Background: an optimization exercise with open tools, aiming at small area and few clock cycles. Do not read the settings as production practice. The RTL was checked by simulation tests, not by an equivalence proof against the original design. Power figures rest on the tool's default switching activity, not on a simulated workload.

==> flow/design.v <==
module dpe (
    input  wire        clk,
    input  wire        rst,
    input  wire        req_valid,
    output wire        req_ready,
    input  wire [31:0] req_data,
    input  wire        din_valid,
    output wire        din_ready,
    input  wire [7:0]  din_data,
    output wire        rsp_valid,
    input  wire        rsp_ready,
    output wire [31:0] rsp_data,
    output wire        tx_valid,
    input  wire        tx_ready,
    output wire [7:0]  tx_data,
    output wire        tx_last,
    input  wire [8:0]  rd_addr,
    output reg  [7:0]  rd_data
);
    localparam [10:0] STATUS_MIN = 11'd512;
    localparam [10:0] STATUS_BUF = 11'd1024;
    localparam [3:0] OP_CRC16  = 4'h0;
    localparam [3:0] OP_TPOWER = 4'h1;
    localparam [3:0] OP_DECODE = 4'h2;
    localparam [3:0] OP_RXTO   = 4'h3;
    localparam [3:0] OP_SETVOL = 4'h4;
    localparam [3:0] OP_SETOUT = 4'h5;
    localparam [3:0] OP_DB2REG = 4'h6;
    localparam [3:0] OP_TMUTE  = 4'h7;
    localparam [3:0] OP_REG2DB = 4'h8;
    localparam [3:0] RC_OK        = 4'h0;
    localparam [3:0] RC_CSUM      = 4'h1;
    localparam [3:0] RC_MALFORMED = 4'h2;
    localparam [3:0] RC_FRAMELEN  = 4'h3;
    localparam [3:0] RC_ILLEGAL   = 4'h4;
    localparam [2:0] S_IDLE   = 3'd0;
    localparam [2:0] S_CRC    = 3'd1;
    localparam [2:0] S_SENDER = 3'd2;
    localparam [2:0] S_FRAME  = 3'd3;
    localparam [2:0] S_VOL    = 3'd4;
    localparam [2:0] S_TX     = 3'd5;
    localparam [2:0] S_RSP    = 3'd6;
    function [15:0] crc_byte;
        input [15:0] crc_in;
        input [7:0]  b;
        integer r;
        reg [15:0] c;
        begin
            c = crc_in ^ {b, 8'h00};
            for (r = 0; r < 8; r = r + 1)
                c = c[15] ? ({c[14:0], 1'b0} ^ 16'h1021) : {c[14:0], 1'b0};
            crc_byte = c;
        end
    endfunction
    function [8:0] vol_inc;
        input [8:0] k;
        begin
            if      (k <= 9'd2)   vol_inc = 9'd128;
            else if (k <= 9'd4)   vol_inc = 9'd64;
            else if (k <= 9'd8)   vol_inc = 9'd32;
            else if (k <= 9'd16)  vol_inc = 9'd16;
            else if (k <= 9'd32)  vol_inc = 9'd8;
            else if (k <= 9'd64)  vol_inc = 9'd4;
            else if (k <= 9'd128) vol_inc = 9'd2;
            else                  vol_inc = 9'd1;
        end
    endfunction
    reg [7:0]   seq;
    reg         connected;
    reg         src_valid;
    reg [31:0]  src_addr;
    reg [7:0]   name     [0:30];
    reg [14:0]  ch_present;
    reg [7:0]   ch_name  [0:239];    
    reg         powered;
    reg         muted;
    reg [3:0]   active_ch;
    reg [7:0]   vol_raw;
    reg         csum_ok;
    reg [2:0]   state;
    reg [3:0]   op;
    reg [31:0]  rsp_word;
    reg [15:0]  count;         
    reg [15:0]  crc;
    reg [10:0]  flen;          
    reg [10:0]  off;           
    reg [1:0]   sidx;          
    reg [31:0]  st_sender;
    reg [7:0]   st_name  [0:30];
    reg [7:0]   st_ch    [0:239];
    reg [14:0]  st_en;
    reg         st_pow;
    reg         st_mute;
    reg [3:0]   st_act;
    reg [7:0]   st_vol;
    reg [7:0]   st_thi;        
    reg         st_err;
    reg [4:0]   st_field;
    reg [1:0]   u_rem;         
    reg [2:0]   u_first;       
    reg         u_bad;
    reg [8:0]   v_k;
    reg [8:0]   v_kmax;
    reg [15:0]  v_acc;
    reg         v_neg;
    reg [7:0]   c_a;
    reg [7:0]   c_b;
    reg [15:0]  c_p;
    reg [1:0]   c_frame;
    reg [7:0]   c_idx;
    wire [3:0]  rq_op  = req_data[31:28];
    wire [11:0] rq_rsv = req_data[27:16];
    wire [15:0] rq_arg = req_data[15:0];
    reg rq_illegal;
    always @(*) begin
        rq_illegal = 1'b0;
        if (rq_op > OP_REG2DB || rq_rsv != 12'd0)
            rq_illegal = 1'b1;
        else if ((rq_op == OP_TPOWER || rq_op == OP_RXTO || rq_op == OP_TMUTE) && rq_arg != 16'd0)
            rq_illegal = 1'b1;
        else if (rq_op == OP_SETOUT && rq_arg[15:4] != 12'd0)
            rq_illegal = 1'b1;
        else if (rq_op == OP_REG2DB && rq_arg[15:8] != 8'd0)
            rq_illegal = 1'b1;
    end
    wire signed [16:0] rq_h    = {rq_arg[15], rq_arg};
    wire signed [16:0] rq_hc   = (rq_h < -17'sd20) ? rq_h : -17'sd20;
    wire        [16:0] rq_k    = -rq_hc;
    wire        [8:0]  rq_kmax = (rq_k > 17'd256) ? 9'd256 : rq_k[8:0];
    wire [15:0] rq_outv  = 16'h4000 | {7'd0, rq_arg[3:0], 5'd0};
    wire [15:0] rq_outp  = rq_arg[3] ? {rq_outv[15:8], 1'b0, rq_outv[7:1]} : rq_outv;
    assign req_ready = (state == S_IDLE);
    assign din_ready = (state == S_CRC) || (state == S_SENDER) || (state == S_FRAME);
    assign rsp_valid = (state == S_RSP);
    assign rsp_data  = rsp_word;
    wire req_fire = req_valid && req_ready;
    wire din_fire = din_valid && din_ready;
    wire tx_fire  = tx_valid && tx_ready;
    reg [7:0] tx_octet;
    always @(*) begin
        case (c_idx)
            8'd0:    tx_octet = 8'h44;
            8'd1:    tx_octet = 8'h72;
            8'd3:    tx_octet = seq;
            8'd5:    tx_octet = {1'b0, seq[7:1]};
            8'd6:    tx_octet = c_a;
            8'd7:    tx_octet = c_b;
            8'd8:    tx_octet = c_p[15:8];
            8'd9:    tx_octet = c_p[7:0];
            8'd12:   tx_octet = crc[15:8];
            8'd13:   tx_octet = crc[7:0];
            default: tx_octet = 8'h00;
        endcase
    end
    assign tx_valid = (state == S_TX);
    assign tx_data  = tx_octet;
    assign tx_last  = (c_idx == 8'd141);
    wire in_name   = (off >= 11'd19) && (off <= 11'd49);
    wire name_last = (off == 11'd49);
    wire [4:0] name_j = off[4:0] - 5'd19;
    reg        is_flag;
    reg        in_ch;
    reg        ch_last;
    reg [3:0]  ch_i;
    reg [3:0]  ch_j;
    integer    fi;
    always @(*) begin
        is_flag = 1'b0;
        in_ch   = 1'b0;
        ch_last = 1'b0;
        ch_i    = 4'd0;
        ch_j    = 4'd0;
        for (fi = 0; fi < 15; fi = fi + 1) begin
            if (off == 52 + 17 * fi) begin
                is_flag = 1'b1;
                ch_i    = fi[3:0];
            end
            if (off >= 53 + 17 * fi && off <= 68 + 17 * fi) begin
                in_ch = 1'b1;
                ch_i  = fi[3:0];
                ch_j  = off - (53 + 17 * fi);
                if (off == 68 + 17 * fi)
                    ch_last = 1'b1;
            end
        end
    end
    wire in_text    = in_name || in_ch;
    wire text_start = (off == 11'd19) || (in_ch && ch_j == 4'd0);
    wire text_last  = name_last || ch_last;
    localparam [2:0] U_ANY = 3'd0;    
    localparam [2:0] U_E0  = 3'd1;    
    localparam [2:0] U_ED  = 3'd2;    
    localparam [2:0] U_F0  = 3'd3;    
    localparam [2:0] U_F4  = 3'd4;    
    reg [1:0] un_rem;
    reg [2:0] un_first;
    reg       un_bad;
    reg [1:0] uc_rem;
    reg [2:0] uc_first;
    reg       uc_bad;
    always @(*) begin
        uc_rem   = text_start ? 2'd0  : u_rem;
        uc_first = text_start ? U_ANY : u_first;
        uc_bad   = text_start ? 1'b0  : u_bad;
        un_rem   = uc_rem;
        un_first = U_ANY;
        un_bad   = uc_bad;
        if (uc_rem == 2'd0) begin
            if (din_data <= 8'h7F) begin
                un_rem = 2'd0;
            end else if (din_data >= 8'hC2 && din_data <= 8'hDF) begin
                un_rem = 2'd1;
            end else if (din_data >= 8'hE0 && din_data <= 8'hEF) begin
                un_rem = 2'd2;
                if (din_data == 8'hE0) un_first = U_E0;
                if (din_data == 8'hED) un_first = U_ED;
            end else if (din_data >= 8'hF0 && din_data <= 8'hF4) begin
                un_rem = 2'd3;
                if (din_data == 8'hF0) un_first = U_F0;
                if (din_data == 8'hF4) un_first = U_F4;
            end else begin
                un_bad = 1'b1;
            end
        end else begin
            case (uc_first)
                U_E0:    if (din_data < 8'hA0 || din_data > 8'hBF) un_bad = 1'b1;
                U_ED:    if (din_data < 8'h80 || din_data > 8'h9F) un_bad = 1'b1;
                U_F0:    if (din_data < 8'h90 || din_data > 8'hBF) un_bad = 1'b1;
                U_F4:    if (din_data < 8'h80 || din_data > 8'h8F) un_bad = 1'b1;
                default: if (din_data < 8'h80 || din_data > 8'hBF) un_bad = 1'b1;
            endcase
            un_rem = uc_rem - 2'd1;
        end
    end
    wire field_bad = un_bad || (un_rem != 2'd0);
    wire field_checked = name_last || (ch_last && st_en[ch_i]);
    wire frame_ok = (crc == {st_thi, din_data});
    reg [7:0] rd_value;
    always @(*) begin
        rd_value = 8'h00;
        if (rd_addr == 9'd0)
            rd_value = seq;
        else if (rd_addr == 9'd1)
            rd_value = {3'd0, csum_ok, muted, powered, src_valid, connected};
        else if (rd_addr == 9'd2)
            rd_value = {4'd0, active_ch};
        else if (rd_addr == 9'd3)
            rd_value = vol_raw;
        else if (rd_addr == 9'd4)
            rd_value = src_addr[31:24];
        else if (rd_addr == 9'd5)
            rd_value = src_addr[23:16];
        else if (rd_addr == 9'd6)
            rd_value = src_addr[15:8];
        else if (rd_addr == 9'd7)
            rd_value = src_addr[7:0];
        else if (rd_addr == 9'd8)
            rd_value = ch_present[7:0];
        else if (rd_addr == 9'd9)
            rd_value = {1'b0, ch_present[14:8]};
        else if (rd_addr >= 9'd16 && rd_addr <= 9'd46)
            rd_value = name[rd_addr - 9'd16];
        else if (rd_addr >= 9'd48 && rd_addr <= 9'd287)
            rd_value = ch_name[rd_addr - 9'd48];
    end
    always @(posedge clk)
        rd_data <= rd_value;
    integer i;
    always @(posedge clk) begin
        if (rst) begin
            state      <= S_IDLE;
            seq        <= 8'd0;
            connected  <= 1'b0;
            src_valid  <= 1'b0;
            src_addr   <= 32'd0;
            ch_present <= 15'd0;
            powered    <= 1'b0;
            muted      <= 1'b0;
            active_ch  <= 4'd0;
            vol_raw    <= 8'd0;
            csum_ok    <= 1'b0;
            for (i = 0; i < 31; i = i + 1)
                name[i] <= 8'd0;
            for (i = 0; i < 240; i = i + 1)
                ch_name[i] <= 8'd0;
        end else begin
            case (state)
            S_IDLE: if (req_fire) begin
                op <= rq_op;
                if (rq_illegal) begin
                    rsp_word <= {RC_ILLEGAL, 28'd0};
                    state    <= S_RSP;
                end else begin
                    case (rq_op)
                    OP_CRC16: begin
                        rsp_word <= {RC_OK, 28'd0};
                        count    <= rq_arg;
                        crc      <= 16'hFFFF;
                        state    <= (rq_arg == 16'd0) ? S_RSP : S_CRC;
                    end
                    OP_DECODE: begin
                        if ({5'd0, rq_arg} < {5'd0, STATUS_MIN} || {5'd0, rq_arg} > {5'd0, STATUS_BUF}) begin
                            rsp_word <= {RC_FRAMELEN, 12'd0, rq_arg};
                            state    <= S_RSP;
                        end else begin
                            flen   <= rq_arg[10:0];
                            off    <= 11'd0;
                            sidx   <= 2'd0;
                            crc    <= 16'hFFFF;
                            st_err <= 1'b0;
                            state  <= S_SENDER;
                        end
                    end
                    OP_RXTO: begin
                        connected <= 1'b0;
                        rsp_word  <= {RC_OK, 28'd0};
                        state     <= S_RSP;
                    end
                    OP_REG2DB: begin
                        rsp_word <= {RC_OK, 12'd0, {8'd0, rq_arg[7:0]} - 16'd195};
                        state    <= S_RSP;
                    end
                    OP_DB2REG: begin
                        v_k    <= 9'd2;
                        v_kmax <= rq_kmax;
                        v_acc  <= 16'h3F00;
                        v_neg  <= rq_arg[15];
                        state  <= S_VOL;
                    end
                    default: begin
                        rsp_word <= {RC_OK, 28'd0};
                        c_frame  <= 2'd0;
                        c_idx    <= 8'd0;
                        crc      <= 16'hFFFF;
                        if (!connected) begin
                            state <= S_RSP;
                        end else begin
                            case (rq_op)
                            OP_TPOWER: begin
                                c_a <= powered ? 8'h00 : 8'h01;
                                c_b <= 8'h01;
                                c_p <= 16'h0000;
                                state <= S_TX;
                            end
                            OP_TMUTE: begin
                                c_a <= muted ? 8'h00 : 8'h01;
                                c_b <= 8'h07;
                                c_p <= 16'h0000;
                                state <= S_TX;
                            end
                            OP_SETOUT: begin
                                c_a <= 8'h00;
                                c_b <= 8'h05;
                                c_p <= rq_outp;
                                state <= S_TX;
                            end
                            default: begin  
                                c_a    <= 8'h00;
                                c_b    <= 8'h04;
                                v_k    <= 9'd2;
                                v_kmax <= rq_kmax;
                                v_acc  <= 16'h3F00;
                                v_neg  <= rq_arg[15];
                                state  <= S_VOL;
                            end
                            endcase
                        end
                    end
                    endcase
                end
            end
            S_CRC: if (din_fire) begin
                crc   <= crc_byte(crc, din_data);
                count <= count - 16'd1;
                if (count == 16'd1) begin
                    rsp_word <= {RC_OK, 12'd0, crc_byte(crc, din_data)};
                    state    <= S_RSP;
                end
            end
            S_SENDER: if (din_fire) begin
                st_sender <= {st_sender[23:0], din_data};
                sidx      <= sidx + 2'd1;
                if (sidx == 2'd3)
                    state <= S_FRAME;
            end
            S_FRAME: if (din_fire) begin
                off <= off + 11'd1;
                if (off < flen - 11'd2)
                    crc <= crc_byte(crc, din_data);
                if (off == flen - 11'd2)
                    st_thi <= din_data;
                if (in_name)
                    st_name[name_j] <= din_data;
                if (is_flag)
                    st_en[ch_i] <= (din_data == 8'h31);
                if (in_ch)
                    st_ch[{ch_i, ch_j}] <= din_data;
                if (off == 11'd307)
                    st_pow <= din_data[7];
                if (off == 11'd308) begin
                    st_mute <= din_data[1];
                    st_act  <= din_data[5:2];
                end
                if (off == 11'd310)
                    st_vol <= din_data;
                if (in_text) begin
                    u_rem   <= un_rem;
                    u_first <= un_first;
                    u_bad   <= un_bad;
                end
                if (text_last && field_checked && field_bad && !st_err) begin
                    st_err   <= 1'b1;
                    st_field <= name_last ? 5'h1F : {1'b0, ch_i};
                end
                if (off == flen - 11'd1) begin
                    state <= S_RSP;
                    if (st_err) begin
                        rsp_word <= {RC_MALFORMED, 12'd0, 11'd0, st_field};
                    end else begin
                        rsp_word  <= {frame_ok ? RC_OK : RC_CSUM, 28'd0};
                        connected <= 1'b1;
                        src_valid <= 1'b1;
                        src_addr  <= st_sender;
                        powered   <= st_pow;
                        muted     <= st_mute;
                        active_ch <= st_act;
                        vol_raw   <= st_vol;
                        csum_ok   <= frame_ok;
                        for (i = 0; i < 31; i = i + 1)
                            name[i] <= st_name[i];
                        for (i = 0; i < 240; i = i + 1)
                            if (st_en[i / 16])
                                ch_name[i] <= st_ch[i];
                        ch_present <= ch_present | st_en;
                    end
                end
            end
            S_VOL: begin
                if (v_k > v_kmax) begin
                    if (op == OP_DB2REG) begin
                        rsp_word <= {RC_OK, 12'd0, v_neg, v_acc[14:0]};
                        state    <= S_RSP;
                    end else begin
                        c_p   <= {v_neg, v_acc[14:0]};
                        state <= S_TX;
                    end
                end else begin
                    v_acc <= v_acc + {7'd0, vol_inc(v_k)};
                    v_k   <= v_k + 9'd1;
                end
            end
            S_TX: if (tx_fire) begin
                if (c_idx < 8'd12)
                    crc <= crc_byte(crc, tx_octet);
                if (c_idx == 8'd141) begin
                    c_idx <= 8'd0;
                    crc   <= 16'hFFFF;
                    seq   <= seq + 8'd1;
                    c_frame <= c_frame + 2'd1;
                    if (c_frame == 2'd3)
                        state <= S_RSP;
                end else begin
                    c_idx <= c_idx + 8'd1;
                end
            end
            S_RSP: if (rsp_ready)
                state <= S_IDLE;
            default: state <= S_IDLE;
            endcase
        end
    end
endmodule
==> flow/run.sh <==
#!/bin/bash
# synth_recipe.tcl (not shown) runs the flow's synth.tcl, then flattens the netlist and writes it again
# the make line also repeats each setting of config.mk as NAME=value (left out here)
make -C /OpenROAD-flow-scripts/flow DESIGN_CONFIG=/design/flow/config.mk WORK_HOME=/design/flow/orfs CLKGATE_MAP_FILE= SYNTH_SCRIPT=/design/flow/synth_recipe.tcl finish
==> flow/config.mk <==
export PLATFORM = sky130hd
export DESIGN_NAME = dpe
export DESIGN_NICKNAME = dpe
export VERILOG_FILES = /design/flow/design.v
export SDC_FILE = /design/flow/constraint.sdc
export NUM_CORES = 8
export LEC_CHECK = 0
export CAP_MARGIN = 20
export CORE_MARGIN = 2
export CORE_UTILIZATION = 35
export PLACE_DENSITY = 0.5
export SLEW_MARGIN = 20
==> flow/constraint.sdc <==
create_clock -name core_clock -period 10.0 [get_ports {clk}]
set_input_delay 2.0000 -clock core_clock [delete_from_list [all_inputs] [get_ports {clk}]]
set_output_delay 2.0000 -clock core_clock [all_outputs]
set_load 0.01 [all_outputs]
==> notes.md <==
-- layout make-up --
cell class	count	area, um^2	area share
Sequential cell	4643	116900	0.5768
Multi-Input combinational cell	10530	53750	0.2652
Clock buffer	767	14660	0.07235
Tap cell	6655	8327	0.04109
Timing Repair Buffer	736	6344	0.03130
Clock inverter	181	2277	0.01124
Inverter	66	247.7	0.001222
Antenna cell	62	155.1	0.0007656
-- through the flow --
step | utilization | setup slack [ns] | area, um^2
finish | 0.4077 | 1.897 | 202700
global route | 0.4074 | 2.340 | 202500
CTS | 0.4071 | 2.571 | 202400
detailed placement | 0.3730 | 1.397 | 185400
global placement | 0.3725 | 0.9453 | 185200
floorplan | - | 3.271 | 174600
-- power groups by stage --
| stage | Sequential, uW | Combinational (uW) | Clock (uW) |
|---|---|---|---|
| 6_report | 20200 | 1790 | 19300 |
| 5_1_grt | 20200 | 1820 | 20100 |
| 4_1_cts | 20200 | 1760 | 19400 |
| 3_5_place_dp | 20600 | 1750 | 0 |
| 3_3_place_gp | 20600 | 1760 | 0 |
| 2_1_floorplan | 20600 | 727 | 0 |
-- state kept, by name, indices dropped and copies added, names as in the netlist, 15 cells and up --
signal      cells
st_ch        1920
count          16
c_p            16
src_addr       32
ch_name      1920
ch_present     15
rsp_word       19
crc            16
st_sender      32
st_en          15
st_name       248
name          248
v_acc          15
-- per-layer routing --
metal | up-vias | global-route usage
li1 | 58590 | -
met1 | 74460 | 0.5733
met2 | 9570 | 0.5696
met3 | 1669 | 0.1165
met4 | 52 | 0.2270
met5 | - | 0
-- layout by cell type, fill, tap and decap left out, types with 93 or more instances in the layout --
master     synthesis  layout
clkbuf_16          0     521
nand3_1          205     194
o22ai_1          154     153
nor3_1           103      93
dfxtp_1         2251    2251
nor2_2             0      96
a22oi_1          508     508
nand4_1          111     111
a32oi_1          155     154
o21ai_0          160     156
nor2_1           658     548
edfxtp_1        2392    2392
buf_4             17     598
a22o_1           127     127
a21oi_1         2409    2405
clkbuf_1         995     176
a221oi_1         115     112
nand2_1         4713    4681
-- kinds of logic after synthesis --
kind of cell,Yosys count
simple gates,6216
flops,4643
compound gates,4044
buf+inv,1282
xor+xnor,148
fa+ha+maj,67
mux,44
other cells,1
-- final timing paths --
path	end	startpoint	cells after the start
worst min-delay path	st_sender[19]$_DFFE_PP_	st_sender[11]$_DFFE_PP_	0
worst min register to register	st_sender[19]$_DFFE_PP_	st_sender[11]$_DFFE_PP_	0
worst max register to register	st_ch[217][2]$_DFFE_PP_	off[1]$_SDFFCE_PN0P_	13
worst max-delay path	rd_data[6]$_DFF_P_	rd_addr[3]	17
-- worst max-delay path: cells and delay by family --
family / cells / cell delay, ns
and+or+nand+nor: 7 / 2.61
AOI/OAI and AO/OA: 5 / 2.37
buffers and inverters: 5 / 1.84
==> impl_metrics.json <==
{
  "result_of_the_run": "timing/DRC/antenna clean",
  "cts_max_level": 6,
  "post-synth-top-area-cell": "edfxtp_1",
  "drt_met1_wl_um": 444200,
  "cts_resized": 0,
  "postSynthCellCount": 16450,
  "tightest_slew_ns": 1.433,
  "initial_utilization": 0.3512,
  "yosysTopAreaCellShare": 0.4115,
  "maxCapViolCount": 0,
  "syn_area_um2": 174600,
  "cts.clk_slew.worst_paths_ns": 0.06,
  "ys_ff_latch": 4643,
  "route.detailed.drc": 0,
  "netlist_top_cells_count": "nand2_1, a21oi_1, edfxtp_1, dfxtp_1, clkbuf_1",
  "gpl.final_weighted_congestion": 1.078,
  "wire_per_inst_um": 45.24,
  "clock-root-buffer": "clkbuf_16",
  "synthAdderAreaFrac": 0.004845,
  "vias": 144300,
  "number_of_antenna_violations_at_the_first_check_in_global_routing": 172,
  "worst_ir_drop_vdd_uv": 176.8,
  "fill_cells": 48540,
  "synthesis.area_per_instance_um2": 10.62,
  "grt_overflow_total": 0,
  "post_route_cells_drive_above_1_share": 0.09973,
  "postSynth.topFlopCell": "edfxtp_1",
  "clock_sinks": 4643,
  "finalPower_uw": 41320,
  "asyncSetResetFlopFracSynth": 0,
  "top_layer_used": "met5",
  "crit_top_cell": "buf_4",
  "overall_routed_net_length_um": 1070000,
  "power.switching_fraction": 0.2403,
  "firstDrtPassIters": 19,
  "final_max_slew_viol_count": 0,
  "type_of_the_setup_path_with_the_least_slack": "in2reg",
  "synth_cell_type_count": 98,
  "cts_hold_buffers": 0,
  "gr_usage_total": 0.4108,
  "timing.setup.tns_ns": 0,
  "postCtsSetupRepairBufs": 0,
  "synth_xor_xnor_area_share": 0.007504,
  "timing.critical_path.slowest_stage_cell": "a211oi_1",
  "layoutNonFillerInstCount": 23640,
  "max_clock_freq_mhz": 123.4,
  "power_frac_clock": 0.468,
  "cts_made_buffers": 518,
  "cts_tree": "yes",
  "largest_net_degree_at_the_start_of_global_routing": 178,
  "dieArea_um2": 504400,
  "die_y_um": 710.2,
  "crit_chain": "buf_4, buf_4, nor4b_2, buf_4, a22oi_1, o22ai_1, nor2_1, nand4_1, or4_1, nor4_2, buf_4, nand3_1, a211oi_1, buf_4, o211ai_1, o21ai_0, nand4_1",
  "setup_viol_count_final": 0,
  "placement.io_buffers": 94,
  "unrepaired_setup_endpoints_after_global_routing": "false",
  "maximum_single_stage_delay_on_the_critical_path_ns": 0.89,
  "drt_iter0_markers": 25110,
  "std_cell_rows": 259,
  "finalClockSkew_ns": 0.05927,
  "start_kind": "primary input",
  "hold_ws_ns": 0.4257,
  "maximum_net_fanout_on_the_critical_path": 27,
  "powerDensity_nw_per_um2": 203.9,
  "synth-edff-count": 2392,
  "finalHoldViolations": 0,
  "timing.critical_path.required_ns": 10.95,
  "critical_path_arrival_ns": 9.06,
  "synth_compound_gate_area_share": 0.1414,
  "yosys_warnings": 3,
  "muxShareOfSynthArea": 0.002666,
  "met3RoutedLength_um": 121400,
  "design.core.area_um2": 497100,
  "final_net_count": 16620,
  "r2r_setup_slack_ns": 2.86,
  "hold_class": "reg2reg",
  "combinationalPowerShare": 0.043,
  "dp.final_hpwl_um": 770400,
  "synth_seq_area_share": 0.6696,
  "cp-end-kind": "flip-flop",
  "dpl.cell_count": 22620,
  "number_of_global_route_vias_before_repair": 127300,
  "wire_length_of_the_first_global_routing_pass_um": 1355000,
  "period_share": 0.8103,
  "switching_power_uw": 9932,
  "final_period_minus_worst_setup_slack_ns": 8.103,
  "worstSkewPairLatency_ns": 1.09,
  "relative_slew_slack": 0.04483,
  "io_pins": 108,
  "sequentialPowerShare": 0.489,
  "ant_nets": 0,
  "synth_top_family_by_area": "simple AND/OR/NAND/NOR gates",
  "yosys.area_share.simple": 0.1451,
  "synthMostInstantiatedCell": "nand2_1",
  "clk_path_buf_depth": 4,
  "wl_met2_um": 432800,
  "yosys-top-cells-area": "edfxtp_1, dfxtp_1, nand2_1",
  "vias_cell": 6.105,
  "die_width_um": 710.2,
  "internal_power_uw": 31390,
  "power_leakage_uw": 0.06273,
  "area.growth.synth_to_final_pct": 16.08
}
Testbench counts, summed over its fixed seeds: cycles 190,631.

-- static timing again, ports no longer ideal --
In the flow no input, the clock included, has a driving cell. The finished layout below was timed again as built, in two steps. Step 1, drivers: a clkbuf_16 drives clk and a buf_2 each remaining input, both assumed. Step 2 also shifts input and output timing later by t, the mid clock arrival at the registers, as if the neighbouring blocks saw the same clock. Slacks: ideal / step 1 / step 2; pairs: ideal / step 1.
t, ns: 1.198
setup WS [ns]: 1.897 / 2.003 / 0.805
clock arrival spread, ns: 0.068 / 0.068
After both steps setup and hold are still met in this run. For this run, drivers alone change the setup slack by +0.106 ns; drivers and shift together by -1.092 ns.
